This design comes from an exercise in tuning for small area, a short achievable clock period and few clock cycles on the open sky130 flow, not from production work. Function was checked by simulation only, so behaviour that the tests miss may differ from the original. Power is estimated from default activity; no workload was simulated.

Design rast_geom, start of the top module:
module rast_geom (
    input  wire        clk,
    input  wire        rst,           
    input  wire [47:0] cmd_word,
    input  wire        cmd_valid,
    output wire        cmd_ready,
    input  wire [12:0] rd_addr,
    output wire [7:0]  rd_data
);
Settings: LEC_CHECK=0, CAP_MARGIN=20, CORE_MARGIN=2, CORE_UTILIZATION=60, SLEW_MARGIN=20; clock period 28.0 ns.
standard.sh (not shown) runs the stock make flow with config.mk's settings and CLKGATE_MAP_FILE= SYNTH_SCRIPT=/design/flow/synth_recipe.tcl, a recipe that flattens the netlist after the stock synthesis.
==> flow/flow/run.sh <==
#!/bin/bash
# Standard layout; ports buffered with buf_4 and timing repair asked for
# 15 ns of extra setup slack.
set -euo pipefail
bash standard.sh "BUFFER_PORTS_ARGS=-buffer_cell sky130_fd_sc_hd__buf_4" SETUP_SLACK_MARGIN=15 finish > standard_flow.log 2>&1
The starting point ran to the end with no violations.
Testbench counts at the start, summed over its fixed seeds: cycles 14,297.
Next try:
--- a/flow/design.v
+++ b/flow/design.v
@@ -80,79 +80,71 @@
     assign sin_v = ns ? (10'd0 - {1'b0, ms}) : {1'b0, ms};
     assign cos_v = nc ? (10'd0 - {1'b0, mc}) : {1'b0, mc};
 endmodule
 module fx_mul #(parameter AW = 16, BW = 16, PW = 24) (
     input  wire [AW-1:0] a,
     input  wire [BW-1:0] b,
     output wire [PW-1:0] p
 );
     localparam ND = BW / 2;
-    localparam W  = AW + 1;
+    localparam W  = AW + 1;              
     wire [BW:0]  bx = {b, 1'b0};
     wire [W-1:0] a1 = {a[AW-1], a};
     wire [W-1:0] a2 = {a, 1'b0};
     function [PW-1:0] kconst;
         input integer dummy;
         integer j;
         reg [PW+W+2*ND:0] c;
         begin
             c = 0;
             for (j = 0; j < ND; j = j + 1)
                 c = c + ({{(PW+2*ND){1'b0}}, 1'b1} << (W + 2*j));
             kconst = ~c[PW-1:0] + 1'b1;
         end
     endfunction
     localparam [PW-1:0] K = kconst(0);
-    reg [PW-1:0] rows [0:ND];
-    reg [W-1:0]  mag, pp;
-    reg [PW+2*ND+W+2:0] t;
-    reg neg, one, two, nprev;
+    reg [PW-1:0]       acc;
+    reg [W-1:0]        mag, pp;
+    reg [PW+2*ND+W:0]  term;
+    reg                neg, one, two;
     integer j;
     always @(*) begin
-        nprev = 1'b0;
+        acc = K;
         for (j = 0; j < ND; j = j + 1) begin
             neg  = bx[2*j+2] & ~(bx[2*j+1] & bx[2*j]);
             one  = bx[2*j+1] ^ bx[2*j];
             two  = (bx[2*j+2] & ~bx[2*j+1] & ~bx[2*j]) | (~bx[2*j+2] & bx[2*j+1] & bx[2*j]);
             mag  = one ? a1 : (two ? a2 : {W{1'b0}});
             pp   = neg ? ~mag : mag;
-            t = ({{(PW+2*ND+2){1'b0}}, ~pp[W-1], pp} << 2) | {{(PW+2*ND+W+2){1'b0}}, nprev};
-            if (j == 0) rows[j] = t[PW+1:2];
-            else        rows[j] = t[PW-1:0] << (2*j-2);
-            nprev = neg;
+            term = {{(PW+2*ND){1'b0}}, ~pp[W-1], pp} << (2*j);
+            acc  = acc + term[PW-1:0] + ({{(PW-1){1'b0}}, neg} << (2*j));
         end
-        rows[ND] = K + ({{(PW-1){1'b0}}, nprev} << (2*ND-2));
-    end
-    reg [PW-1:0] acc;
-    always @(*) begin
-        acc = {PW{1'b0}};
-        for (j = 0; j <= ND; j = j + 1) acc = acc + rows[j];
     end
     assign p = acc;
 endmodule
 module fx_vertex (
     input  wire [12:0] g,
     input  wire        gnz,
     input  wire [23:0] w,
     input  wire [9:0]  t,
     input  wire        n,
     input  wire        sub,
     output wire [12:0] out,
     output wire [12:0] outa,
     output wire [2:0]  e
 );
-    wire [12:0] h  = w[20:8];
-    wire [10:0] cl = (n ? {t[9], t} : 11'd0) - {3'b000, w[7:0]};
-    wire [2:0]  c  = {cl[10], cl[9:8]};                   
-    wire [2:0]  d  = (sub ? (3'd0 - c) : c) - {2'b00, gnz};
-    assign out  = sub ? g - h : g + h;
-    assign outa = ~out + {{10{d[2]}}, d} + 13'd1;
-    assign e    = d;
+    wire [23:0] wa  = (n ? {{14{t[9]}}, t} : 24'd0) - w;
+    wire [12:0] h   = w[20:8];
+    wire [12:0] ha  = wa[20:8];
+    wire [12:0] ng  = ~g + {12'd0, ~gnz};
+    assign out  = sub ? g  - h  : g  + h;
+    assign outa = sub ? ng - ha : ng + ha;
+    assign e    = out[2:0] + outa[2:0];
 endmodule
 module rast_geom (
     input  wire        clk,
     input  wire        rst,           
     input  wire [47:0] cmd_word,
     input  wire        cmd_valid,
     output wire        cmd_ready,
     input  wire [12:0] rd_addr,
     output wire [7:0]  rd_data
@@ -251,24 +243,24 @@
         .out(w_out), .outa(w_outa), .e(w_e)
     );
     wire [2:0]  z_e   = m1_xz ? exr : eyr;
     wire [17:0] z_ez  = $signed(z_e) * $signed(zoom);
     wire [23:0] z_pa  = {{6{ezv[17]}}, ezv} - m1r;
     wire [7:0]  z_off = f_zx ? 8'd32 : 8'd16;
     wire [7:0]  p2_b  = m1r[23:16] + z_off;
     wire [7:0]  p2_a  = z_pa[23:16] + z_off;
     wire [12:0] c_f   = m2r[17:5];
-    wire        c_z   = (m2r[4:0] == 5'd0);
+    wire [12:0] c_nf  = ~c_f + {12'd0, (m2r[4:0] == 5'd0)};
     wire [12:0] sx8   = {sx, 3'b000};
-    wire [12:0] z2_bp = c_f + sx8;                    
-    wire [12:0] z2_bm = c_f - sx8;                    
-    wire [12:0] z2_ap = ~z2_bp + {12'd0, c_z};        
-    wire [12:0] z2_am = ~z2_bm + {12'd0, c_z};        
+    wire [12:0] z2_bp = c_f + sx8;        
+    wire [12:0] z2_bm = c_f - sx8;        
+    wire [12:0] z2_ap = c_nf - sx8;       
+    wire [12:0] z2_am = c_nf + sx8;       
     always @(posedge clk) begin
         if (rst) begin
             res   <= 16'h0000;
             mulp  <= 1'b0;
             angx  <= 8'h00;
             angy  <= 8'h00;
             angz  <= 8'h00;
             zoom  <= 16'h0100;
             sx    <= 10'd0;
Result:
- wire length climbs by 6.6%
- design area climbs by 3.4%
- die area climbs by 3.1%
- non-clock buffer count climbs by 17
- flip-flop and latch count climbs by 1
- via count climbs by 6.1%
- power climbs by 7.2%
- clock power barely changes
- final cell count climbs by 5.4%
- core utilization climbs by 0.63 points
- sequential power barely changes
Testbench counts after the change, summed over its fixed seeds: cycles 14,297.

==> what the ideal ports hide <==
Ports are ideal in the flow. The routed layouts listed here were re-timed in OpenROAD.
Step 1 sets driving cells, clkbuf_16 on the clock port and buf_2 on the other inputs (assumed; they add their load-dependent delay and slew).
Step 2 times the ports against the registers' clock, not the clock port: input delays grow and output delays shrink by t, the midpoint of the rising clock arrivals with the driver on.
a / b / c = ideal ports / drivers / drivers and shift; a / b = the first two.
run | t, ns | setup slack, ns | latest minus earliest clock arrival (ns)
the first run | 0.701 | 14.545 / 14.280 / 14.280 | 0.050 / 0.050
the second run | 0.712 | 14.586 / 14.253 / 14.253 | 0.047 / 0.048
After both steps every run listed still meets setup and hold. For the second run, which loses most, drivers alone change the setup slack by -0.333 ns; drivers and shift together by -0.333 ns.
